What follows belongs to an exercise in optimizing a design on an open flow for small area, a short achievable clock period and few clock cycles per item; a production flow would make more cautious choices. Only simulation tests tie the RTL to the original design; equivalence was not proved.

==> design.v <==
module crc16_stream (
    input  wire        clk,
    input  wire        rst,
    input  wire [15:0] cfg_poly,
    input  wire [15:0] cfg_init,
    input  wire [15:0] cfg_xorout,
    input  wire        cfg_refin,
    input  wire        cfg_refout,
    input  wire        in_valid,
    output wire        in_ready,
    input  wire [63:0] in_data,
    input  wire [3:0]  in_bytes,
    input  wire        in_last,
    output wire        out_valid,
    input  wire        out_ready,
    output reg  [15:0] out_crc
);
    localparam integer G = 4;           
    integer i, j, k;
    reg        rdy_q, rdy_o;   
    reg        ov_q, ov_o;     
    reg        v_q;            
    reg        h_q;            
    reg        pend;           
    reg [31:0] lo_q;           
    reg [31:0] hi_q;           
    reg [3:0]  n_q;            
    reg        last_q;         
    reg [15:0] poly_q;
    reg        refin_q;
    reg [15:0] crc;
    assign in_ready  = rdy_o;
    assign out_valid = ov_o;
    wire take_in = in_valid && rdy_q;
    reg [15:0] xv [0:G-1];
    always @* begin
        xv[0] = poly_q;
        for (k = 1; k < G; k = k + 1)
            xv[k] = {xv[k-1][14:0], 1'b0} ^ (xv[k-1][15] ? poly_q : 16'h0000);
    end
    reg [31:0] dl;
    always @* begin
        for (j = 0; j < 4; j = j + 1)
            for (k = 0; k < 8; k = k + 1)
                dl[8*j+k] = refin_q ? lo_q[8*j+7-k] : lo_q[8*j+k];
    end
    reg [15:0] r, s;
    reg [15:0] rb [0:4];
    integer g;
    always @* begin
        r = crc;
        rb[0] = r;
        for (j = 0; j < 4; j = j + 1) begin
            r = r ^ {dl[8*j +: 8], 8'h00};
            for (g = 0; g < 8 / G; g = g + 1) begin
                s = r << G;
                for (k = 0; k < G; k = k + 1)
                    s = s ^ (r[16-G+k] ? xv[k] : 16'h0000);
                r = s;
            end
            rb[j+1] = r;
        end
    end
    wire       big  = n_q[3] || (n_q[2] && |n_q[1:0]);      
    wire [2:0] nb   = pend ? 3'd0 : h_q ? {n_q[3], n_q[1:0]} : big ? 3'd4 : n_q[2:0];
    wire [15:0] nxt = nb[2] ? rb[4] : rb[nb[1:0]];
    reg [15:0] fin;
    always @* begin
        for (k = 0; k < 16; k = k + 1)
            fin[k] = cfg_refout ? nxt[15-k] : nxt[k];
        fin = fin ^ cfg_xorout;
    end
    wire fin_half = h_q || !big;
    wire a_free   = !ov_q;                             
    wire res      = pend || (v_q && fin_half && last_q);   
    wire put      = res && a_free;                          
    always @(posedge clk) begin
        poly_q  <= cfg_poly;
        refin_q <= cfg_refin;
        if (rdy_q) begin
            hi_q <= in_data[63:32];
            n_q  <= in_bytes;
        end
        lo_q <= rdy_q ? in_data[31:0] : hi_q;
        if (put) out_crc <= fin;
        if (put || (!v_q && !pend && last_q)) crc <= cfg_init;
        else if (v_q) crc <= nxt;
    end
    wire v_n    = take_in || (v_q && !fin_half);
    wire h_n    = !take_in && v_q && !fin_half;
    wire last_n = take_in ? in_last : last_q;
    wire pend_n = res && !a_free;
    wire ov_n   = put || (ov_q && !out_ready);
    wire big_in = in_bytes[3] || (in_bytes[2] && |in_bytes[1:0]);
    wire rdy_n  = !pend_n && (!v_n || (take_in ? !big_in && !(in_last && ov_n) : !(last_q && ov_n)));
    always @(posedge clk) begin
        if (rst) begin
            v_q <= 1'b0;
            h_q <= 1'b0;
            pend <= 1'b0;
            last_q <= 1'b1;
            ov_q <= 1'b0;
            ov_o <= 1'b0;
            rdy_q <= 1'b1;
            rdy_o <= 1'b1;
        end else begin
            v_q <= v_n;
            h_q <= h_n;
            pend <= pend_n;
            last_q <= last_n;
            ov_q <= ov_n;
            ov_o <= ov_n;
            rdy_q <= rdy_n;
            rdy_o <= rdy_n;
        end
    end
endmodule
==> flow/run.sh <==
#!/bin/bash
# Own layout flow: the standard ORFS flow (standard.sh, with the standard
# synthesis script synth_recipe.tcl), changed in three ways:
#  - ABC maps the logic with flow/abc_area.script (an area-oriented &nf
#    mapping) in place of ORFS's abc_area.script; registers are untouched;
#  - ports are buffered with sky130_fd_sc_hd__buf_1;
#  - timing repair aims at a setup slack of SETUP_MARGIN ns at the design's
#    clock period, so that the layout's achieved period is short.
# Each step's full log is in orfs/logs/; make's own output is in flow.log.
set -euo pipefail
W=$(pwd)
SETUP_MARGIN=43
rm -rf "$W/scripts_abc"
cp -r "$FLOW_HOME/scripts" "$W/scripts_abc"
cp "$W/flow/abc_area.script" "$W/scripts_abc/abc_area.script"
export SCRIPTS_DIR="$W/scripts_abc"
bash "$W/standard.sh" finish \
    "BUFFER_PORTS_ARGS=-buffer_cell sky130_fd_sc_hd__buf_1" \
    "SETUP_SLACK_MARGIN=$SETUP_MARGIN" > "$W/flow.log" 2>&1
==> flow/abc_area.script <==
strash
&get -n
&st
&dch
&nf -R 1000
&put
topo
stime -c
==> standard.sh <==
#!/bin/bash
# synth_recipe.tcl (not shown) runs the flow's synth.tcl, then flattens the netlist and writes it again
# the make line also repeats each setting of config.mk as NAME=value (left out here)
make -C /OpenROAD-flow-scripts/flow DESIGN_CONFIG=/design/flow/config.mk WORK_HOME=/design/flow/orfs CLKGATE_MAP_FILE= SYNTH_SCRIPT=/design/flow/synth_recipe.tcl "${@:-finish}"
==> config.mk <==
export PLATFORM = sky130hd
export DESIGN_NAME = crc16_stream
export DESIGN_NICKNAME = crc16_stream
export VERILOG_FILES = /design/flow/design.v
export SDC_FILE = /design/flow/constraint.sdc
export NUM_CORES = 4
export LEC_CHECK = 0
export ABC_AREA = 1
export CAP_MARGIN = 20
export CORE_MARGIN = 2
export CORE_UTILIZATION = 65
export CTS_BUF_LIST = sky130_fd_sc_hd__clkbuf_8
export SLEW_MARGIN = 20
==> constraint.sdc <==
create_clock -name core_clock -period 55.0 [get_ports {clk}]
set_input_delay 11.0000 -clock core_clock [delete_from_list [all_inputs] [get_ports {clk}]]
set_output_delay 11.0000 -clock core_clock [all_outputs]
set_load 0.01 [all_outputs]
==> results of run 1 <==
-- flip-flops by register name (all words and copies together), names as in the netlist --
name     count
last_q       1
refin_q      1
h_q          1
hi_q        32
ov_o         1
n_q          4
crc         16
poly_q      16
rdy_o        1
v_q          1
pend         1
lo_q        32
out_crc     16
-- how the worst max path moves through the flow --
stage | end | slack, ps | cells past startpoint
6_report | in_ready | 42940 | 2
5_1_grt | in_ready | 42920 | 2
4_1_cts | in_ready | 42920 | 2
3_5_place_dp | out_crc[12] | 42430 | 3
3_3_place_gp | out_crc[11] | 42520 | 3
2_1_floorplan | out_crc[8] | 43020 | 42
-- per-layer routing --
| metal | wire, um | global-route usage [%] | vias to the layer above |
|---|---|---|---|
| met3 | 5295 | 9.368 | 210 |
| met4 | 2668 | 23.60 | 0 |
| met5 | 0 | 0 | - |
| li1 | - | - | 5252 |
| met2 | 19370 | 70.50 | 864 |
| met1 | 15590 | 53.84 | 5481 |
-- layout make-up --
cell class | count | area (sq um) | area share (%)
flip-flops and latches | 123 | 3149 | 22.35
clock inverters | 15 | 175.2 | 1.243
multi-input cells | 1342 | 8897 | 63.14
clock buffers | 17 | 234.0 | 1.660
inverters | 5 | 18.77 | 0.1332
repair buffers | 235 | 1331 | 9.447
well taps | 229 | 286.5 | 2.033
-- through the flow --
step	hold WS, ps	std cells
after global placement	428.1	1926
after CTS	461.1	1962
after global routing	469.0	1966
after detailed placement	438.8	1926
after floorplan	425.1	1470
final	456.8	1966
-- Yosys cell counts, drive strengths merged, types with 2 or more instances --
cell type and number:
xnor2 467, nor2 340, nand2 222, xor2 103, edfxtp 68, dfxtp 55
mux2i 49, mux2 48, a21oi 33, nand2b 17, o21ai 9, a22oi 8
a31oi 6, clkinv 5, o22ai 4, o31ai 4, a211oi 3, ha 3
o211ai 3, o311a 3, nand3b 2, nor3 2, nor3b 2, o21a 2
o32ai 2, or2 2
-- cells by family after synthesis --
group | share of synthesized area [%]
flops | 26.13
compound gates | 4.359
fa+ha+maj | 0.3121
simple gates | 18.96
mux | 8.572
buf+inv | 0.1561
xor+xnor | 41.51
-- timing repair --
item,4_1_cts,5_1_grt
setup endpoints to repair,23,36
pin swaps,0,1
endpoints found under the hold margin,0,0
setup buffers,2,4
cloned,2,0
resized for setup,10,7
-- cells in the final DEF, fill, tap and decap left out, types with 3 or more instances in the layout --
cell      instances
buf_1           132
mux2_1           48
xnor2_1         465
o211ai_1          3
inv_8             4
nand2_1         222
clkbuf_8         17
a31oi_1           6
mux2i_1          49
nand2b_1         17
a22oi_1           8
o21ai_0           9
a21oi_1          33
dfxtp_1          52
a211oi_1          3
o31ai_1           4
clkinv_4          3
inv_6             4
o311a_1           3
xor2_1          103
edfxtp_1         68
buf_4            92
clkinv_1          5
nor2_1          339
o22ai_1           4
clkbuf_2          5
==> notes.md, run 1 <==
Synth Instances=1470; ys async rst share=0%; cell area after layout=14090 sq um; min-delay src=hi_q[23]; Slew headroom=26.07%; largest net degree at the start of global routing=36; CP Max Fanout=2; Finished Core Util=77.92%; crit end category=output port; WL/cell=21.83 um; initial cell density of the core=66.50%; GP Congestion=1.015; Hold Violations, Final=0; CTS Buf Count=17; CP Launch Type=flop; reg-to-reg endpoint=out_crc[10]; Critical Path RT=44000 ps; Clock Path Buffers=2; fmax=0.08295 GHz; H-tree lvl count=4; Setup WS pre-CTS=42430 ps; Synth cell types=34; sequential fraction of the synthesis area=26.13%; register-to-register setup slack=43560 ps; initial antenna violation count=0; final wirelength=42.92 mm; RSZ-0062 raised after global routing=yes; critical path's slowest cell=dfxtp_4; FF+latch count, synth=123; final setup margin=42940 ps; Syn Nets=1596; syn_area_per_cell=8.182 sq um; DR vias/cell=6.006; clock latency (worst-skew pair)=470 ps; max incr delay on CP=360 ps; slew of the pin with the lowest slew margin=1101 ps; Clock Pin Slew Worst Setup and Hold Paths=100 ps; Tot GR Track Use=43.29%; row count=49; Worst setup startpoint=rdy_o; Warnings, synthesis=3; Hold Path Class=reg2reg; worst-path cell chain=buf_16 -> buf_6; Filler cells=1325; CTS root buffer=clkbuf_8; Slew Viols, Final=0; Crit path max-delay family=flip-flops; max_cap viols=0; ranking of synthesized cells by area=xnor2_1 (34%), edfxtp_1 (17%), nor2_1 (11%), dfxtp_1 (9.2%), xor2_1 (7.5%); Tmin final=12060 ps; drt pass-1 iters=22; DP HPWL=30.00 mm; share of layout cells above drive strength 1=8.175%; DRC viols=0; status=timing/DRC/antenna clean; WHS Endpoint=lo_q[23]; Routed Antenna Nets=0; Inserted Diodes=0; die height=140.0 um; Final Cycle Share=21.92%; # nets final=1850; Die W=140.0 um; routed via count=11810; num ports=141; kind of critical path=reg2out; Iter 0 DRT Violations=1459; FF-to-FF path depth=47; Critical Path AT=1060 ps; number of hold buffers added after CTS=0; final setup vio count=0; Buf/Inv on CP=2; CTS tree=done; hold path cells=1; clk sink count=123; port bufs=140; worst flop-to-flop path startpoint=poly_q[15]; clk_skew=26.89 ps; gr ovfl total=0; synthesized cell area=12030 sq um; Core Region=18090 sq um; Primary FF master, synth=edfxtp_1; global-route wire length before repair=64.49 mm; number of enable flip-flop cells after synthesis=68; area leader, netlist=xnor2_1; DP Area=13510 sq um; top-area cell type share of the netlist area=34.01%; setup TNS=0 ps; die area=19610 sq um; vias in the first global route=11290; Synth-to-Final Area Change=17.16%
Testbench counts, summed over its fixed seeds: cycles 42,459, bytes 164,741.
==> run 2, diff against run 1 <==
--- a/design.v
+++ b/design.v
@@ -19,4 +19,4 @@
     integer i, j, k;
-    reg        rdy_q, rdy_o;   
-    reg        ov_q, ov_o;     
+    reg        rdy_q, rdy_x;   
+    reg        ov_q, ov_x;     
     reg        v_q;            
@@ -31,4 +31,4 @@
     reg [15:0] crc;
-    assign in_ready  = rdy_o;
-    assign out_valid = ov_o;
+    assign in_ready  = !rdy_x;
+    assign out_valid = !ov_x;
     wire take_in = in_valid && rdy_q;
@@ -102,5 +102,5 @@
             ov_q <= 1'b0;
-            ov_o <= 1'b0;
+            ov_x <= 1'b1;
             rdy_q <= 1'b1;
-            rdy_o <= 1'b1;
+            rdy_x <= 1'b0;
         end else begin
@@ -111,5 +111,5 @@
             ov_q <= ov_n;
-            ov_o <= ov_n;
+            ov_x <= !ov_n;
             rdy_q <= rdy_n;
-            rdy_o <= rdy_n;
+            rdy_x <= !rdy_n;
         end
==> notes.md, run 2 <==
port bufs=140; Critical Path RT=44000 ps; status=timing/DRC/antenna clean; Iter 0 DRT Violations=1513; kind of critical path=reg2out; Routed Antenna Nets=0; WL/cell=22.64 um; Non-Filler Instances=1971; clk sink count=125; clk_skew=21.78 ps; largest net degree at the start of global routing=69; ys async rst share=0%; FF+latch count, synth=125; clock latency (worst-skew pair)=460 ps; Warnings, synthesis=3; Final Cycle Share=21.77%; routed wl met2=19.82 mm; Post-synth top cells=xnor2_1 (460), nor2_1 (339), nand2_1 (220), xor2_1 (105), edfxtp_1 (68); initial cell density of the core=66.91%; area leader, netlist=xnor2_1; Worst path depth=1; RSZ-0062 raised after global routing=yes; final wirelength=44.62 mm; Synth Instances=1480; DR vias/cell=6.097; Slew Viols, Final=0; most frequent cells in the layout=xnor2_1 (448), nor2_1 (338), nand2_1 (220); CTS Buf Count=17; Worst setup startpoint=out_crc[8]; crit end category=output port; sequential fraction of the synthesis area=26.30%; CP Max Fanout=1; top routing layer used=met4; Slew headroom=22.17%; Die W=140.4 um; routed via count=12020; DP HPWL=30.90 mm; top-count cell post-synth=xnor2_1; worst setup path endpoint=out_crc[8]; Crit path max-delay family=flip-flops; reg-to-reg endpoint=out_crc[6]; Synth cell types=33; worst flop-to-flop path startpoint=refin_q; Buf/Inv on CP=1; Syn Nets=1606; die height=140.4 um; die area=19720 sq um; share of layout cells above drive strength 1=8.156%; max_cap viols=0; global-route wire length before repair=66.30 mm; Critical Path AT=970 ps; fmax=0.08354 GHz; wire length on met3=5.245 mm; # nets final=1854; GP Congestion=1.051; Hold Violations, Final=0; routed metal-1 wirelength=15.43 mm; Synth-to-Final Area Change=16.86%; most common cell after layout, fill and taps aside=xnor2_1; Tot GR Track Use=44.62%; CTS root buffer=clkbuf_8; Tmin final=11970 ps; vias in the first global route=11820; initial antenna violation count=1; H-tree lvl count=4; gr ovfl total=0; Core Region=18090 sq um; drt pass-1 iters=6; critical path's slowest cell=edfxtp_1; Primary FF master, synth=edfxtp_1; worst-path cell chain=buf_1; syn_area_per_cell=8.177 sq um; placed insts=1933; number of enable flip-flop cells after synthesis=68; DRC viols=0; setup TNS=0 ps; CP Launch Type=flop; Hold Path Class=reg2reg; Clock Pin Slew Worst Setup and Hold Paths=80 ps; max incr delay on CP=380 ps; worst hold slack=445.6 ps; synthesized cell area=12100 sq um; top-area cell type share of the netlist area=33.29%; number of hold buffers added after CTS=0; ranking of synthesized cells by area=xnor2_1 (33%), edfxtp_1 (17%), nor2_1 (11%), dfxtp_1 (9.4%), xor2_1 (7.6%); num ports=141; Clock Path Buffers=2; slew of the pin with the lowest slew margin=1167 ps; register-to-register setup slack=43420 ps; final setup vio count=0; Top Registers=hi_q (32), lo_q (32); FF-to-FF path depth=51; CTS tree=done; row count=49
[run 2: cell types whose count changed after synthesis, moves of 3 or more]
cell | previous run | this run
a31oi_1 | 6 | 10
a41oi_1 | 0 | 3
clkinv_1 | 5 | 10
o22ai_1 | 4 | 1
or3_1 | 0 | 6
xnor2_1 | 467 | 460
nand2b_1 | 17 | 23
[run 2: stage by stage]
| stage | utilization [%] | setup WS (ps) | instance area, sq um |
|---|---|---|---|
| 3_3_place_gp | 75.23 | 42990 | 13610 |
| 5_1_grt | 78.18 | 43000 | 14140 |
| 4_1_cts | 77.46 | 43000 | 14010 |
| 3_5_place_dp | 75.27 | 42860 | 13610 |
| 2_1_floorplan | - | 43010 | 12130 |
| 6_report | 78.19 | 43030 | 14140 |
[run 2: cell families after synthesis]
| family | Yosys count | synth area share (%) |
|---|---|---|
| AOI/OAI and AO/OA | 86 | 4.487 |
| xor gates and xnor gates | 565 | 40.89 |
| adders and majority gates | 3 | 0.3102 |
| buffers and inverters | 10 | 0.3102 |
| DFF | 125 | 26.30 |
| muxes | 97 | 8.519 |
| and+or+nand+nor | 594 | 19.18 |
[run 2: layout make-up]
class | count | area [sq um]
Sequential cell | 125 | 3187
Tap cell | 229 | 286.5
Clock inverter | 15 | 140.1
Fill cell | 1297 | 3944
Clock buffer | 17 | 234.0
Antenna cell | 1 | 2.502
Multi-Input combinational cell | 1345 | 9044
Inverter | 10 | 37.54
Timing Repair Buffer | 229 | 1211
[run 2: routing by layer]
metal | global-route usage, % | vias to the layer above
met1 | 51.47 | 5535
met3 | 11.49 | 298
met5 | 0 | -
li1 | - | 5276
met2 | 70.98 | 909
met4 | 34.45 | 0
[run 2: worst min-delay path by stage]
stage / from / endpoint / cells after the start
2_1_floorplan: hi_q[0] / lo_q[0] / 1
3_3_place_gp: hi_q[11] / lo_q[11] / 1
3_5_place_dp: hi_q[29] / lo_q[29] / 1
4_1_cts: hi_q[29] / lo_q[29] / 1
5_1_grt: hi_q[29] / lo_q[29] / 1
6_report: hi_q[29] / lo_q[29] / 1
[run 2: timing repair]
| action | 4_1_cts | 5_1_grt |
|---|---|---|
| gates resized for setup | 2 | 12 |
| setup buffers | 0 | 5 |
| endpoints found under the setup margin | 30 | 33 |
| pin swaps | 0 | 1 |
Testbench counts of run 2, summed over its fixed seeds: cycles 42,459, bytes 164,741.
==> run 3, diff against run 2 <==
==> flow/abc_area.script (replaced) <==
strash
&get -n
&st
&dch
&nf -R 1000
&st
&dch
&nf -R 1000
&put
topo
stime -c
==> notes.md, run 3 <==
GP Congestion=0.9520; Hold Violations, Final=0; die height=140.1 um; num ports=141; Post-synth top cells=xnor2_1 (411), nor2_1 (285), nand2_1 (256), xor2_1 (139), edfxtp_1 (68); syn_area_per_cell=8.167 sq um; synthesized cell area=12040 sq um; top-count cell post-synth=xnor2_1; DR vias/cell=5.963; Buf/Inv on CP=1; status=timing/DRC/antenna clean; row count=49; ranking of synthesized cells by area=xnor2_1 (30%), edfxtp_1 (17%), xor2_1 (10%), dfxtp_1 (9.5%), nor2_1 (8.9%); area leader, netlist=xnor2_1; global-route wire length before repair=61.03 mm; worst flop-to-flop path startpoint=poly_q[14]; placed insts=1913; Clock Path Buffers=2; Final Cycle Share=21.82%; CTS root buffer=clkbuf_8; Tmin final=12000 ps; port bufs=140; H-tree lvl count=4; Tot GR Track Use=40.66%; gr ovfl total=0; Top Registers=hi_q (32), lo_q (32); crit end category=output port; Iter 0 DRT Violations=1386; Critical Path RT=44000 ps; top-area cell type share of the netlist area=29.90%; Crit path max-delay family=flip-flops; RSZ-0062 raised after global routing=yes; initial cell density of the core=66.56%; Worst setup startpoint=out_crc[15]; clk sink count=125; Slew Viols, Final=0; Synth cell types=34; final setup vio count=0; WL/cell=20.72 um; final wirelength=40.42 mm; drt pass-1 iters=25; min-delay src=hi_q[6]; Synth Area in XOR/XNOR=40.02%; die area=19620 sq um; Primary FF master, synth=edfxtp_1; vias in the first global route=11160; Clock Pin Slew Worst Setup and Hold Paths=80 ps; Inserted Diodes=0; Critical Path AT=1000 ps; simple-gate share of the synthesized area=19.22%; DP HPWL=27.75 mm; kind of critical path=reg2out; max_cap viols=0; DRC viols=0; routed via count=11630; most common cell after layout, fill and taps aside=xnor2_1; setup TNS=0 ps; Syn Nets=1600; number of enable flip-flop cells after synthesis=68; share of layout cells above drive strength 1=7.375%; Slew headroom=19.97%; fmax=0.08334 GHz; sequential fraction of the synthesis area=26.44%; worst-path cell chain=buf_1; Routed Antenna Nets=0; Die W=140.1 um; number of hold buffers added after CTS=0; Synth Instances=1474; Warnings, synthesis=3; Core Region=18090 sq um; final setup margin=43000 ps; largest net degree at the start of global routing=65; Setup WS pre-CTS=42860 ps; Filler cells=1361; CP Launch Type=flop; multiplexer share of the synthesized area=8.565%; Non-Filler Instances=1951; CTS Buf Count=17; clock latency (worst-skew pair)=460 ps; Synth Area in Adders=0.3118%; FF+latch count, synth=125; Hold Path Class=reg2reg; slew of the pin with the lowest slew margin=1200 ps; critical path's slowest cell=edfxtp_1; # nets final=1835; initial antenna violation count=0; Synth-to-Final Area Change=15.80%; CTS tree=done; most frequent cells in the layout=xnor2_1 (402), nor2_1 (284), nand2_1 (256); clk_skew=22.27 ps; ys async rst share=0%; Compound-Gate Fraction of Synth Area=4.979%; CP Max Fanout=1; largest family of logic cells by synthesized area=XOR/XNOR gates; max incr delay on CP=400 ps
## run 3: repair_timing
item,4_1_cts,5_1_grt
setup endpoints to repair,25,35
setup buffers,0,6
pin swaps,0,2
gates resized for setup,2,10
## run 3: per-layer routing
layer	up-vias	GRT usage, %	wire, um
met5	-	0	0
met4	0	26.26	2870
met3	247	8.513	4795
met2	827	66.01	18380
met1	5320	49.21	14380
li1	5240	-	-
## run 3: layout make-up
type	instances	area [sq um]	share of cell area, %
inverter	15	56.30	0.4039
timing repair buffer	216	1111	7.971
tap	229	286.5	2.055
clock inverter	14	121.4	0.8707
clock buffer	18	247.7	1.777
sequential	125	3186	22.85
multi-input combinational	1334	8931	64.07
## run 3: final timing paths
| check | to | slack (ps) | depth (start not counted) |
|---|---|---|---|
| setup reg to reg | crc[10] | 43740 | 48 |
| hold / removal | lo_q[6] | 450 | 1 |
| hold reg to reg | lo_q[6] | 450 | 1 |
| setup / recovery | out_crc[15] | 43000 | 1 |
## run 3: cells by family after synthesis
group,count (synthesis)
mux,97
buf+inv,15
xor+xnor,550
simple gates,587
fa+ha+maj,3
flops,125
compound gates,97
## run 3: metrics by stage
step | instance area, sq um | util [%] | hold slack [ps]
after floorplan | 12080 | - | 425.3
after global placement | 13430 | 74.27 | 428.6
after detailed placement | 13430 | 74.27 | 439.4
after CTS | 13820 | 76.44 | 453.9
after global routing | 13940 | 77.07 | 463.3
final | 13940 | 77.07 | 448.3
==> run 4, diff against run 3 <==
--- a/design.v
+++ b/design.v
@@ -79,6 +79,4 @@
         refin_q <= cfg_refin;
-        if (rdy_q) begin
-            hi_q <= in_data[63:32];
-            n_q  <= in_bytes;
-        end
+        hi_q <= in_data[63:32];
+        if (rdy_q) n_q <= in_bytes;
         lo_q <= rdy_q ? in_data[31:0] : hi_q;
==> notes.md, run 4 <==
register-to-register setup slack=43550 ps; Tmin final=11980 ps; vias in the first global route=10970; Primary FF master, synth=dfxtp_1; largest family of logic cells by synthesized area=XOR/XNOR gates; final wirelength=40.09 mm; drt pass-1 iters=37; CTS Buf Count=17; Compound-Gate Fraction of Synth Area=5.115%; Buf/Inv on CP=1; Inserted Diodes=0; critical path's slowest cell=edfxtp_1; most common cell after layout, fill and taps aside=xnor2_1; setup TNS=0 ps; final setup margin=43020 ps; H-tree lvl count=4; gr ovfl total=0; area leader, netlist=xnor2_1; # nets final=1834; sequential fraction of the synthesis area=24.43%; Final Cycle Share=21.78%; clk sink count=125; Setup WS pre-CTS=42610 ps; WL/cell=20.57 um; synthesized cell area=11720 sq um; Tot GR Track Use=40.76%; Synth-to-Final Area Change=15.94%; Clock Pin Slew Worst Setup and Hold Paths=80 ps; Syn Nets=1600; die height=138.3 um; Iter 0 DRT Violations=1329; met2 Usage GRT=65.50%; die area=19120 sq um; Slew headroom=17.64%; share of layout cells above drive strength 1=6.977%; Post-synth top cells=xnor2_1 (411), nor2_1 (285), nand2_1 (256), xor2_1 (139), dfxtp_1 (89); Top Registers=hi_q (32), lo_q (32); Synth Instances=1474; Critical Path AT=980 ps; Synth Area in Adders=0.3203%; Slew Viols, Final=0; Clock Path Buffers=2; CTS root buffer=clkbuf_8; initial antenna violation count=0; kind of critical path=reg2out; Core Region=17840 sq um; multiplexer share of the synthesized area=8.799%; largest net degree at the start of global routing=37; GP Congestion=0.9924; status=timing/DRC/antenna clean; clock latency (worst-skew pair)=450 ps; busiest grt layer=met2; Hold Violations, Final=0; Synth cell types=34; met1 GRT Util=49.68%; Synth Area in XOR/XNOR=41.11%; most frequent cells in the layout=xnor2_1 (402), nor2_1 (284), nand2_1 (256); ys async rst share=0%; num ports=141; Critical Path RT=44000 ps; CP Max Fanout=1; number of enable flip-flop cells after synthesis=36; DR vias/cell=5.864; Hold Path Class=reg2reg; Warnings, synthesis=3; CTS tree=done; global-route met3 utilization=10.22%; DP HPWL=27.02 mm; Routed Antenna Nets=0; top-area cell type share of the netlist area=30.72%; CP Launch Type=flop; global-route wire length before repair=60.62 mm; worst-path cell chain=buf_1; max_cap viols=0; simple-gate share of the synthesized area=19.74%; row count=49; fmax=0.08348 GHz; syn_area_per_cell=7.949 sq um; port bufs=140; ranking of synthesized cells by area=xnor2_1 (31%), dfxtp_1 (15%), xor2_1 (10%), edfxtp_1 (9.2%), nor2_1 (9.1%); max incr delay on CP=400 ps; routed via count=11430; final setup vio count=0; slew of the pin with the lowest slew margin=1235 ps; clk_skew=25.03 ps; top-count cell post-synth=xnor2_1; FF+latch count, synth=125; Die W=138.3 um; Crit path max-delay family=flip-flops; DRC viols=0; initial cell density of the core=65.68%; RSZ-0062 raised after global routing=yes; crit end category=output port
run 4: kinds of logic after synthesis:
family,after synthesis
simple gates,587
xor+xnor,550
flops,125
compound gates,97
mux,97
buf+inv,15
fa+ha+maj,3
run 4: cell type report:
class	instances	area [sq um]
clock buffer	17	234.0
clock inverter	14	146.4
fill	1399	4255
inverter	15	56.30
multi-input combinational	1334	8909
sequential	125	2864
tap	229	286.5
timing repair buffer	215	1090
run 4: path summary, 6_finish.rpt:
path	startpoint	to	depth (start not counted)
max	out_crc[8]	out_crc[8]	1
min	hi_q[4]	lo_q[4]	1
max reg2reg	poly_q[15]	crc[7]	48
min reg2reg	hi_q[4]	lo_q[4]	1
run 4: stage by stage:
step                area, sq um  hold WS (ps)  util, %  std cells
floorplan                 11760         410.5        -       1474
global placement          13140         415.1    73.66       1916
detailed placement        13140         423.5    73.66       1916
CTS                       13540         440.0    75.92       1947
global route              13590         455.3    76.15       1949
finish                    13590         437.0    76.15       1949
run 4: timing repair:
| action | CTS | global route |
|---|---|---|
| gates cloned | 0 | 0 |
| pin swaps | 0 | 1 |
| resized for setup | 2 | 5 |
| endpoints found under the setup margin | 32 | 33 |
| buffers inserted | 0 | 2 |
| hold buffers | 0 | 0 |
run 4: routing by layer:
layer  wire [um]  up-vias
li1            -     5209
met3        4665      220
met5           0        -
met2       18010      796
met4        2698        0
met1       14720     5204
Testbench counts of run 4, summed over its fixed seeds: cycles 42,459, bytes 164,741.
==> run 5, diff against run 4 <==
--- a/flow/run.sh
+++ b/flow/run.sh
@@ -11,3 +11,3 @@
 W=$(pwd)
-SETUP_MARGIN=43
+SETUP_MARGIN=0
 rm -rf "$W/scripts_abc"
==> notes.md, run 5 <==
status=timing/DRC/antenna clean; gr ovfl total=0; Hold Violations, Final=0; ys async rst share=0%; synthesized cell area=11720 sq um; Slew headroom=20.99%; DP Area=13030 sq um; cell mode on critical path=xnor2_1; CP Max Fanout=22; port bufs=140; Clock Pin Slew Worst Setup and Hold Paths=90 ps; CTS Buf Count=17; DP HPWL=26.30 mm; DRC viols=0; most frequent cells in the layout=xnor2_1 (408), nor2_1 (284), nand2_1 (256); FF-to-FF path depth=47; FF+latch count, synth=125; slew of the pin with the lowest slew margin=1185 ps; fmax=0.07604 GHz; share of layout cells above drive strength 1=5.855%; Core Region=17840 sq um; CTS root buffer=clkbuf_8; die height=138.3 um; Synth cell types=34; CP Launch Type=flop; Inserted Diodes=0; Syn Nets=1600; cell area after layout=13460 sq um; worst flop-to-flop path startpoint=poly_q[14]; global-route wire length before repair=60.54 mm; Die W=138.3 um; drt pass-1 iters=6; Critical Path RT=55220 ps; Resized Gates After CTS=0; hold path cells=1; kind of critical path=reg2reg; critical path's slowest cell=xnor2_2; CTS tree=done; Top Registers=hi_q (32), lo_q (32); number of hold buffers added after CTS=0; Primary FF master, synth=dfxtp_1; Tmin final=13150 ps; vias in the first global route=11040; clk_skew=26.61 ps; final wirelength=39.71 mm; Iter 0 DRT Violations=1297; area leader, netlist=xnor2_1; max incr delay on CP=890 ps; final setup vio count=0; num ports=141; clock latency (worst-skew pair)=480 ps; row count=49; DR vias/cell=5.877; Finished Core Util=75.45%; crit end category=flop; setup bufs post-CTS=0; Tot GR Track Use=40.88%; clk sink count=125; ranking of synthesized cells by area=xnor2_1 (31%), dfxtp_1 (15%), xor2_1 (10%), edfxtp_1 (9.2%), nor2_1 (9.1%); number of enable flip-flop cells after synthesis=36; Worst setup startpoint=poly_q[14]; WL/cell=20.50 um; RSZ-0062 raised after global routing=no; max_cap viols=0; largest net degree at the start of global routing=33; initial antenna violation count=0; syn_area_per_cell=7.949 sq um; initial cell density of the core=65.68%; top-count cell post-synth=xnor2_1; top-area cell type share of the netlist area=30.72%; Hold Path Class=reg2reg; Post-synth top cells=xnor2_1 (411), nor2_1 (285), nand2_1 (256), xor2_1 (139), dfxtp_1 (89); min-delay src=hi_q[5]; # nets final=1821; Synth Instances=1474; setup TNS=0 ps; H-tree lvl count=4; GP Congestion=0.9900; Slew Viols, Final=0; worst hold slack=435.9 ps; Critical Path AT=13370 ps; Final Cycle Share=23.91%; most common cell after layout, fill and taps aside=xnor2_1; Synth-to-Final Area Change=14.87%; die area=19120 sq um; Warnings, synthesis=3; routed via count=11380; Clock Path Buffers=2; Routed Antenna Nets=0; sequential fraction of the synthesis area=24.43%
[run 5: final timing paths]
| path | endpoint | slack [ps] |
|---|---|---|
| setup / recovery | out_crc[7] | 41850 |
| hold / removal | lo_q[5] | 440 |
| setup reg to reg | out_crc[7] | 41850 |
| hold reg to reg | lo_q[5] | 440 |
[run 5: worst max-delay path, delay by kind of cell, from the launching register on]
family / cells / cell delay [ps]
adders and majority gates: 1 / 570
and+or+nand+nor: 9 / 1090
DFF: 1 / 590
muxes: 1 / 180
xor gates and xnor gates: 27 / 8100
buffers and inverters: 6 / 1700
AOI/OAI and AO/OA: 3 / 620
[run 5: stage by stage]
stage	cells	setup slack [ps]
3_3_place_gp	1904	42780
4_1_cts	1936	42220
2_1_floorplan	1474	42350
6_report	1937	41850
5_1_grt	1937	41170
3_5_place_dp	1904	42360
[run 5: cell type report]
cell class                      instances  area, sq um
Multi-Input combinational cell       1334         8838
Fill cell                            1383         4380
Sequential cell                       125         2864
Timing Repair Buffer                  202        998.5
Tap cell                              229        286.5
Clock buffer                           17        234.0
Clock inverter                         15        182.7
Inverter                               15        56.30
[run 5: routing by layer]
metal / global-route usage (%) / vias up / wire length, um
met1: 48.93 / 5215 / 14030
li1: - / 5178 / -
met3: 10.05 / 228 / 4973
met4: 27.44 / 0 / 2933
met2: 65.22 / 763 / 17770
met5: 0 / - / 0
[run 5: cells by family (layout without fill, tap and decap cells)]
family | after synthesis | in the layout | share of synthesized area (%)
AND/OR/NAND/NOR | 587 | 587 | 19.74
adder cells (fa/ha/maj) | 3 | 3 | 0.3204
multiplexers | 97 | 97 | 8.799
XOR/XNOR | 550 | 550 | 41.11
flip-flops | 125 | 125 | 24.43
AO/OA/AOI/OAI | 97 | 97 | 5.115
buffers and inverters | 15 | 249 | 0.4805
==> run 6, diff against run 5 <==
--- a/design.v
+++ b/design.v
@@ -64,3 +64,3 @@
     wire       big  = n_q[3] || (n_q[2] && |n_q[1:0]);      
-    wire [2:0] nb   = pend ? 3'd0 : h_q ? {n_q[3], n_q[1:0]} : big ? 3'd4 : n_q[2:0];
+    wire [2:0] nb   = (pend || !v_q) ? 3'd0 : h_q ? {n_q[3], n_q[1:0]} : big ? 3'd4 : n_q[2:0];
     wire [15:0] nxt = nb[2] ? rb[4] : rb[nb[1:0]];
@@ -83,4 +83,3 @@
         if (put) out_crc <= fin;
-        if (put || (!v_q && !pend && last_q)) crc <= cfg_init;
-        else if (v_q) crc <= nxt;
+        crc <= (put || (!v_q && !pend && last_q)) ? cfg_init : nxt;
     end
--- a/flow/run.sh
+++ b/flow/run.sh
@@ -11,3 +11,3 @@
 W=$(pwd)
-SETUP_MARGIN=0
+SETUP_MARGIN=43
 rm -rf "$W/scripts_abc"
==> notes.md, run 6 <==
worst setup path endpoint=out_crc[5]; max incr delay on CP=390 ps; port bufs=140; Synth Instances=1479; CTS Buf Count=17; Top Registers=hi_q (32), lo_q (32); # nets final=1845; DRC viols=0; clock latency (worst-skew pair)=480 ps; drt pass-1 iters=8; Warnings, synthesis=3; area occupied by multi-input gates=8964 sq um; DP Area=13000 sq um; status=timing/DRC/antenna clean; top-area cell type share of the netlist area=31.70%; Storage cell area=2706 sq um; worst flop-to-flop path startpoint=poly_q[14]; H-tree lvl count=4; row count=48; critical path's slowest cell=edfxtp_1; Buf/Inv on CP=1; final setup vio count=0; syn_area_per_cell=7.808 sq um; initial cell density of the core=66.54%; Routed Antenna Nets=0; Tot GR Track Use=45.37%; Tmin final=12010 ps; share of layout cells above drive strength 1=8.545%; final wirelength=42.68 mm; DP HPWL=28.91 mm; CP Launch Type=flop; kind of critical path=reg2out; clk sink count=125; register-to-register setup slack=43400 ps; worst-path cell chain=clkbuf_2; Slew Viols, Final=0; number of enable flip-flop cells after synthesis=20; Crit path max-delay family=flip-flops; Synth-to-Final Area Change=17.54%; Iter 0 DRT Violations=1654; Primary FF master, synth=dfxtp_1; Die W=137.3 um; die height=137.3 um; Final Cycle Share=21.84%; gr ovfl total=0; Worst setup startpoint=out_crc[5]; WL/cell=21.80 um; routed via count=11750; clk_skew=20.12 ps; number of hold buffers added after CTS=0; Critical Path AT=1010 ps; most frequent cells in the layout=xnor2_1 (410), nor2_1 (291), nand2_1 (258); Worst path depth=1; die area=18850 sq um; Hold Violations, Final=0; global-route wire length before repair=63.24 mm; ranking of synthesized cells by area=xnor2_1 (32%), dfxtp_1 (18%), xor2_1 (10%), nor2_1 (9.5%), nand2_1 (8.4%); Clock Path Buffers=2; vias in the first global route=11220; Critical Path RT=44000 ps; fmax=0.08324 GHz; CTS root buffer=clkbuf_8; Hold Path Class=reg2reg; max_cap viols=0; Clock Pin Slew Worst Setup and Hold Paths=80 ps; most common cell after layout, fill and taps aside=xnor2_1; num ports=141; top-count cell post-synth=xnor2_1; CTS tree=done; Filler cells=1273; FF-to-FF path depth=47; cell area after layout=13570 sq um; reg-to-reg endpoint=out_crc[3]; synthesized cell area=11550 sq um; initial antenna violation count=1; Core Region=17360 sq um; Post-synth top cells=xnor2_1 (418), nor2_1 (291), nand2_1 (258), xor2_1 (132), dfxtp_1 (105); GP Congestion=1.024; FF+latch count, synth=125; Slew headroom=19.84%; Synth cell types=35; CP Max Fanout=1; RSZ-0062 raised after global routing=yes; area leader, netlist=xnor2_1; ys async rst share=0%; slew of the pin with the lowest slew margin=1202 ps; crit end category=output port; Syn Nets=1605; largest net degree at the start of global routing=37; sequential fraction of the synthesis area=23.40%; DR vias/cell=5.998; hold path cells=1; setup TNS=0 ps
## run 6: cell types whose count changed after synthesis, moves of 6 or more
| cell | change |
|---|---|
| edfxtp_1 | -16 |
| o21ai_0 | +7 |
| dfxtp_1 | +16 |
| xnor2_1 | +7 |
| a21oi_1 | -6 |
| xor2_1 | -7 |
| nor2_1 | +6 |
## run 6: cell families (layout without fill, tap and decap cells)
| group | Yosys count | count (layout) | synth area share (%) |
|---|---|---|---|
| simple gates | 590 | 590 | 19.95 |
| xor+xnor | 550 | 550 | 41.71 |
| flops | 125 | 125 | 23.40 |
| compound gates | 101 | 101 | 5.439 |
| mux | 94 | 94 | 8.657 |
| buf+inv | 16 | 269 | 0.5201 |
| fa+ha+maj | 3 | 3 | 0.3251 |
| other cells | 0 | 1 | 0 |
## run 6: what timing repair did
| action | CTS | global route |
|---|---|---|
| endpoints found under the setup margin | 33 | 48 |
| pin swaps | 0 | 2 |
| gates resized for setup | 8 | 24 |
| setup buffers | 0 | 6 |
| endpoints found under the hold margin | 0 | 0 |
## run 6: per-stage QoR
stage          instances  hold WS (ps)  setup slack [ps]  util [%]
6_report            1958         430.0             42990     78.21
5_1_grt             1957         439.7             42930     78.19
4_1_cts             1951         432.6             42990     77.62
3_5_place_dp        1919         421.8             42290     74.87
3_3_place_gp        1919         415.9             42530     74.87
2_1_floorplan       1479         410.5             43000         -
## run 6: metal layers
metal	GRT usage, %	share of wire (%)	wire length [um]	vias up
met4	30.24	7.1	3020	0
met5	0	0	0	-
met2	69.54	44	18640	914
li1	-	-	-	5218
met1	53.74	36	15190	5364
met3	15.31	14	5828	249
## run 6: area by class of cell
cell class,count,share of cell area [%]
multi-input cells,1338,66.03
flip-flops and latches,125,19.94
repair buffers,221,8.498
well taps,225,2.074
clock buffers,17,1.724
clock inverters,15,1.272
inverters,16,0.4424
diodes,1,0.01843
## run 6: how the worst min path moves through the flow
stage               startpoint       end
floorplan              hi_q[0]   lo_q[0]
finish                 hi_q[7]   lo_q[7]
global route          hi_q[15]  lo_q[15]
CTS                    hi_q[7]   lo_q[7]
detailed placement     hi_q[7]   lo_q[7]
global placement      hi_q[19]  lo_q[19]
Testbench counts of run 6, summed over its fixed seeds: cycles 42,459, bytes 164,741.
==> run 7, diff against run 6 <==
--- a/design.v
+++ b/design.v
@@ -22,3 +22,2 @@
     reg        v_q;            
-    reg        h_q;            
     reg        pend;           
@@ -64,3 +63,3 @@
     wire       big  = n_q[3] || (n_q[2] && |n_q[1:0]);      
-    wire [2:0] nb   = (pend || !v_q) ? 3'd0 : h_q ? {n_q[3], n_q[1:0]} : big ? 3'd4 : n_q[2:0];
+    wire [2:0] nb   = (pend || !v_q) ? 3'd0 : big ? 3'd4 : n_q[2:0];
     wire [15:0] nxt = nb[2] ? rb[4] : rb[nb[1:0]];
@@ -72,3 +71,3 @@
     end
-    wire fin_half = h_q || !big;
+    wire fin_half = !big;
     wire a_free   = !ov_q;                             
@@ -80,3 +79,3 @@
         hi_q <= in_data[63:32];
-        if (rdy_q) n_q <= in_bytes;
+        n_q <= rdy_q ? in_bytes : {1'b0, n_q[3], n_q[1:0]};
         lo_q <= rdy_q ? in_data[31:0] : hi_q;
@@ -86,3 +85,2 @@
     wire v_n    = take_in || (v_q && !fin_half);
-    wire h_n    = !take_in && v_q && !fin_half;
     wire last_n = take_in ? in_last : last_q;
@@ -95,3 +93,2 @@
             v_q <= 1'b0;
-            h_q <= 1'b0;
             pend <= 1'b0;
@@ -104,3 +101,2 @@
             v_q <= v_n;
-            h_q <= h_n;
             pend <= pend_n;
==> notes.md, run 7 <==
kind of critical path=reg2out; row count=48; Primary FF master, synth=dfxtp_1; DR vias/cell=5.905; Synth-to-Final Area Change=18.42%; Tot GR Track Use=44.30%; RSZ-0062 raised after global routing=yes; most common cell after layout, fill and taps aside=xnor2_1; port bufs=140; FF+latch count, synth=124; H-tree lvl count=4; share of layout cells above drive strength 1=8.631%; Setup WS pre-CTS=42440 ps; Routed Antenna Nets=0; GP Congestion=1.066; top-count cell post-synth=xnor2_1; num ports=141; Hold Violations, Final=0; worst-path cell chain=clkbuf_2; fmax=0.08336 GHz; final setup vio count=0; Post-synth top cells=xnor2_1 (403), nand2_1 (294), nor2_1 (282), xor2_1 (158), dfxtp_1 (106); critical path's slowest cell=edfxtp_1; Critical Path RT=44000 ps; syn_area_per_cell=7.687 sq um; setup TNS=0 ps; Iter 0 DRT Violations=1789; Warnings, synthesis=3; Core Region=17300 sq um; drt pass-1 iters=9; Tmin final=12000 ps; number of hold buffers added after CTS=0; die area=18820 sq um; most frequent cells in the layout=xnor2_1 (395), nand2_1 (294), nor2_1 (282); # nets final=1874; Slew headroom=42.07%; clk sink count=124; final setup margin=43000 ps; DRC viols=0; number of enable flip-flop cells after synthesis=18; Final Cycle Share=21.81%; Syn Nets=1626; max incr delay on CP=390 ps; ys async rst share=0%; Critical Path AT=1000 ps; CTS Buf Count=17; CTS tree=done; vias in the first global route=11250; Hold Path Class=reg2reg; DP Area=13000 sq um; CP Launch Type=flop; gr ovfl total=0; Clock Pin Slew Worst Setup and Hold Paths=90 ps; Slew Viols, Final=0; clock latency (worst-skew pair)=480 ps; Crit path max-delay family=flip-flops; synthesized cell area=11530 sq um; Synth cell types=32; initial cell density of the core=66.67%; initial antenna violation count=1; area leader, netlist=xnor2_1; crit end category=output port; status=timing/DRC/antenna clean; WL/cell=20.96 um; top-area cell type share of the netlist area=30.61%; die height=137.2 um; Top Registers=hi_q (32), lo_q (32); cell area after layout=13660 sq um; max_cap viols=0; largest net degree at the start of global routing=33; Buf/Inv on CP=1; clk_skew=19.80 ps; final wirelength=41.64 mm; ranking of synthesized cells by area=xnor2_1 (31%), dfxtp_1 (18%), xor2_1 (12%), nand2_1 (9.6%), nor2_1 (9.2%); DP HPWL=28.69 mm; global-route wire length before repair=62.42 mm; worst hold slack=436.7 ps; Synth Instances=1500; sequential fraction of the synthesis area=23.09%; Die W=137.2 um; routed via count=11730; CTS root buffer=clkbuf_8; Clock Path Buffers=2; slew of the pin with the lowest slew margin=864.7 ps; CP Max Fanout=1
## run 7: cell count changes after synthesis, moves of 14 or more
cell,before,now
xnor2_1,418,403
o21ai_0,14,40
xor2_1,132,158
nand2_1,258,294
a21oi_1,47,32
mux2_1,47,33
## run 7: what timing repair did
action	4_1_cts	5_1_grt
resized for setup	7	25
pin swaps	1	2
hold endpoints to repair	0	0
setup endpoints to repair	28	40
setup buffers	6	6
## run 7: final timing paths
check | cells after the start | slack (ps) | startpoint | endpoint
max | 1 | 43000 | out_crc[12] | out_crc[12]
min | 1 | 440 | hi_q[28] | lo_q[28]
max reg2reg | 49 | 43560 | poly_q[14] | out_crc[7]
min reg2reg | 1 | 440 | hi_q[28] | lo_q[28]
## run 7: logic make-up after synthesis
family,share of synthesized area (%)
compound gates,5.132
xor+xnor,42.61
fa+ha+maj,0.3256
buf+inv,0.2929
flops,23.09
mux,7.563
simple gates,20.99
## run 7: metrics by stage
step                util (%)  cells
finish                 78.95   1987
floorplan                  -   1500
global placement       75.03   1942
global route           78.94   1986
CTS                    78.21   1980
detailed placement     75.14   1942
## run 7: per-layer routing
metal | routed length, um | track usage, %
met1 | 15370 | 55.99
met2 | 17690 | 65.64
met3 | 6304 | 15.60
met4 | 2279 | 24.40
met5 | 0 | 0
## run 7: cell type report
cell class	count	area (sq um)
antenna	1	2.502
timing repair buffer	229	1230
tap	225	281.5
multi-input combinational	1367	9005
inverter	9	33.78
clock inverter	15	203.9
clock buffer	17	234.0
sequential	124	2665
fill	1229	3641
Testbench counts of run 7, summed over its fixed seeds: cycles 42,459, bytes 164,741.
==> run 8, diff against run 7 <==
--- a/design.v
+++ b/design.v
@@ -22,2 +22,3 @@
     reg        v_q;            
+    reg        h_q;            
     reg        pend;           
@@ -63,3 +64,3 @@
     wire       big  = n_q[3] || (n_q[2] && |n_q[1:0]);      
-    wire [2:0] nb   = (pend || !v_q) ? 3'd0 : big ? 3'd4 : n_q[2:0];
+    wire [2:0] nb   = pend ? 3'd0 : h_q ? {n_q[3], n_q[1:0]} : big ? 3'd4 : n_q[2:0];
     wire [15:0] nxt = nb[2] ? rb[4] : rb[nb[1:0]];
@@ -71,3 +72,3 @@
     end
-    wire fin_half = !big;
+    wire fin_half = h_q || !big;
     wire a_free   = !ov_q;                             
@@ -79,8 +80,10 @@
         hi_q <= in_data[63:32];
-        n_q <= rdy_q ? in_bytes : {1'b0, n_q[3], n_q[1:0]};
+        if (rdy_q) n_q <= in_bytes;
         lo_q <= rdy_q ? in_data[31:0] : hi_q;
         if (put) out_crc <= fin;
-        crc <= (put || (!v_q && !pend && last_q)) ? cfg_init : nxt;
+        if (put || (!v_q && !pend && last_q)) crc <= cfg_init;
+        else if (v_q) crc <= nxt;
     end
     wire v_n    = take_in || (v_q && !fin_half);
+    wire h_n    = !take_in && v_q && !fin_half;
     wire last_n = take_in ? in_last : last_q;
@@ -93,2 +96,3 @@
             v_q <= 1'b0;
+            h_q <= 1'b0;
             pend <= 1'b0;
@@ -101,2 +105,3 @@
             v_q <= v_n;
+            h_q <= h_n;
             pend <= pend_n;
==> run.sh (new file) <==
#!/bin/bash
# synth_recipe.tcl (not shown) runs the flow's synth.tcl, then flattens the netlist and writes it again
# the make line also repeats each setting of config.mk as NAME=value (left out here)
make -C /OpenROAD-flow-scripts/flow DESIGN_CONFIG=/design/flow/config.mk WORK_HOME=/design/flow/orfs CLKGATE_MAP_FILE= SYNTH_SCRIPT=/design/flow/synth_recipe.tcl finish
--- a/config.mk
+++ b/config.mk
@@ -12,2 +12,3 @@
 export CTS_BUF_LIST = sky130_fd_sc_hd__clkbuf_8
+export SETUP_SLACK_MARGIN = 5
 export SLEW_MARGIN = 20
removed: flow/run.sh
removed: flow/abc_area.script
removed: standard.sh
==> notes.md, run 8 <==
status=timing/DRC/antenna clean; Hold Violations, Final=0; Resized Gates After CTS=0; Syn Nets=3510; syn_area_per_cell=5.396 sq um; WL/cell=21.82 um; most frequent cells in the layout=nand2_1 (1343), nand3_1 (602), inv_1 (368); die area=29450 sq um; clk_skew=21.09 ps; CTS Buf Count=17; critical path's slowest cell=ha_1; RSZ-0062 raised after global routing=no; top-count cell post-synth=nand2_1; clk sink count=125; CP Launch Type=flop; kind of critical path=reg2reg; largest net degree at the start of global routing=59; Primary FF master, synth=dfxtp_1; Top Registers=hi_q (32), lo_q (32); cell area after layout=20080 sq um; Storage cell area=2865 sq um; FF+latch count, synth=125; Tmin final=13700 ps; number of hold buffers added after CTS=0; row count=61; ys async rst share=0%; Die W=171.6 um; Core Region=27710 sq um; CTS root buffer=clkbuf_8; Iter 0 DRT Violations=4425; CP Max Fanout=22; Filler cells=2433; Routed Antenna Nets=0; setup TNS=0 ps; Warnings, synthesis=3; DP HPWL=60.55 mm; global-route wire length before repair=123.8 mm; Hold Path Class=reg2reg; Tot GR Track Use=56.33%; num ports=141; port bufs=140; Post-synth top cells=nand2_1 (1343), nand3_1 (602), inv_1 (367), nor2_1 (328), xor2_1 (90); Buf/Inv on CP=10; routed via count=24750; Synth-to-Final Area Change=9.956%; slew of the pin with the lowest slew margin=1008 ps; Final Cycle Share=24.91%; gr ovfl total=0; drt pass-1 iters=14; Setup WS pre-CTS=41990 ps; most common cell after layout, fill and taps aside=nand2_1; Clock Path Buffers=2; initial cell density of the core=65.91%; DP Area=19630 sq um; vias in the first global route=22460; number of enable flip-flop cells after synthesis=36; Slew Viols, Final=0; # nets final=3587; Clock Pin Slew Worst Setup and Hold Paths=80 ps; setup bufs post-CTS=0; fmax=0.07299 GHz; DRC viols=0; sequential fraction of the synthesis area=15.68%; max incr delay on CP=750 ps; Synth cell types=58; final wirelength=84.12 mm; H-tree lvl count=4; final setup margin=41300 ps; final setup vio count=0; Crit path max-delay family=simple AND/OR/NAND/NOR gates; Synth Instances=3384; Slew headroom=32.12%; cell mode on critical path=nand2_1; area occupied by multi-input gates=13300 sq um; max_cap viols=0; register-to-register setup slack=41300 ps; clock latency (worst-skew pair)=500 ps; DR vias/cell=6.421; Critical Path AT=13950 ps; CTS tree=done; top-area cell type share of the netlist area=27.61%; crit end category=flop; share of layout cells above drive strength 1=6.908%; synthesized cell area=18260 sq um; ranking of synthesized cells by area=nand2_1 (28%), nand3_1 (16%), dfxtp_1 (9.8%), inv_1 (7.5%), nor2_1 (6.7%); initial antenna violation count=4; area leader, netlist=nand2_1; GP Congestion=1.125; Critical Path RT=55250 ps; die height=171.6 um
==> run 8: changes by cell type after synthesis, sizes merged, moves of 23 or more <==
cell	before	now
o21ai	40	72
nand3	10	642
inv	0	388
xnor2	403	69
buf	0	76
nand2	294	1403
xor2	158	95
clkbuf	0	23
mux2i	50	1
nor2	282	347
==> run 8: layout make-up <==
class / count / area share, %
Timing Repair Buffer: 157 / 7.615
Sequential cell: 125 / 14.27
Clock inverter: 14 / 0.9535
Antenna cell: 3 / 0.03739
Tap cell: 378 / 2.356
Inverter: 391 / 7.310
Multi-Input combinational cell: 2769 / 66.22
Clock buffer: 18 / 1.234
==> run 8: worst paths after layout <==
kind | to | cells past startpoint | start
hold / removal | lo_q[12] | 1 | hi_q[12]
setup reg to reg | out_crc[6] | 58 | poly_q[14]
hold reg to reg | lo_q[12] | 1 | hi_q[12]
setup / recovery | out_crc[6] | 58 | poly_q[14]
==> run 8: metal layers <==
layer	GRT usage [%]	up-vias	routed length, um
met4	49.85	2	9749
met2	79.43	2398	32060
met5	0.8696	-	15
li1	-	10830	-
met3	29.43	835	16310
met1	61.15	10690	25980
==> run 8: cells by family (layout without fill, tap and decap cells) <==
logic type / Yosys count / in the layout / synth area share, %
other cells: 0 / 3 / 0
compound gates: 134 / 134 / 4.207
mux: 33 / 33 / 2.028
flops: 125 / 125 / 15.68
xor+xnor: 164 / 164 / 8.257
buf+inv: 490 / 580 / 11.54
fa+ha+maj: 3 / 3 / 0.2056
simple gates: 2435 / 2435 / 58.09
==> run 8: metrics by stage <==
stage,utilization (%),cells,hold WS [ps]
after floorplan,-,3384,434.0
after global placement,70.86,3820,437.3
after detailed placement,70.86,3820,442.3
after CTS,72.44,3852,462.7
after global routing,72.44,3852,466.7
final,72.47,3855,461.1
Testbench counts of run 8, summed over its fixed seeds: cycles 42,459, bytes 164,741.

re-timing with driven ports:
Ports are ideal in the flow. The routed layouts listed here were re-timed in OpenROAD.
Step 1 sets driving cells, clkbuf_16 on the clock port and buf_2 on the other inputs (assumed; they add their load-dependent delay and slew).
Step 2 adds t to the input delays and takes it off the output delays; t is the mean of the earliest and latest rising clock arrival at the registers after step 1. Input paths then give back, and output paths get back, about the clock's delay inside the block.
a / b / c = no drivers / after step 1 / after step 2; a / b = the first two.
run | t (ns) | setup slack, ns | worst register clock-pin slew, ns
run 1 | 0.502 | 42.944 / 42.902 / 42.709 | 0.11 / 0.11
run 2 | 0.492 | 43.029 / 42.986 / 42.970 | 0.10 / 0.10
run 3 | 0.495 | 43.000 / 42.959 / 42.943 | 0.09 / 0.09
run 4 | 0.485 | 43.021 / 42.978 / 42.945 | 0.10 / 0.10
run 5 | 0.502 | 41.850 / 41.850 / 41.850 | 0.10 / 0.10
run 6 | 0.513 | 42.986 / 42.946 / 42.826 | 0.09 / 0.09
run 7 | 0.513 | 43.004 / 42.959 / 42.728 | 0.10 / 0.10
run 8 | 0.534 | 41.299 / 41.299 / 41.299 | 0.09 / 0.09
After both steps every run listed still meets setup and hold. For run 7, which loses most, drivers alone change the setup slack by -0.045 ns; drivers and shift together by -0.276 ns.
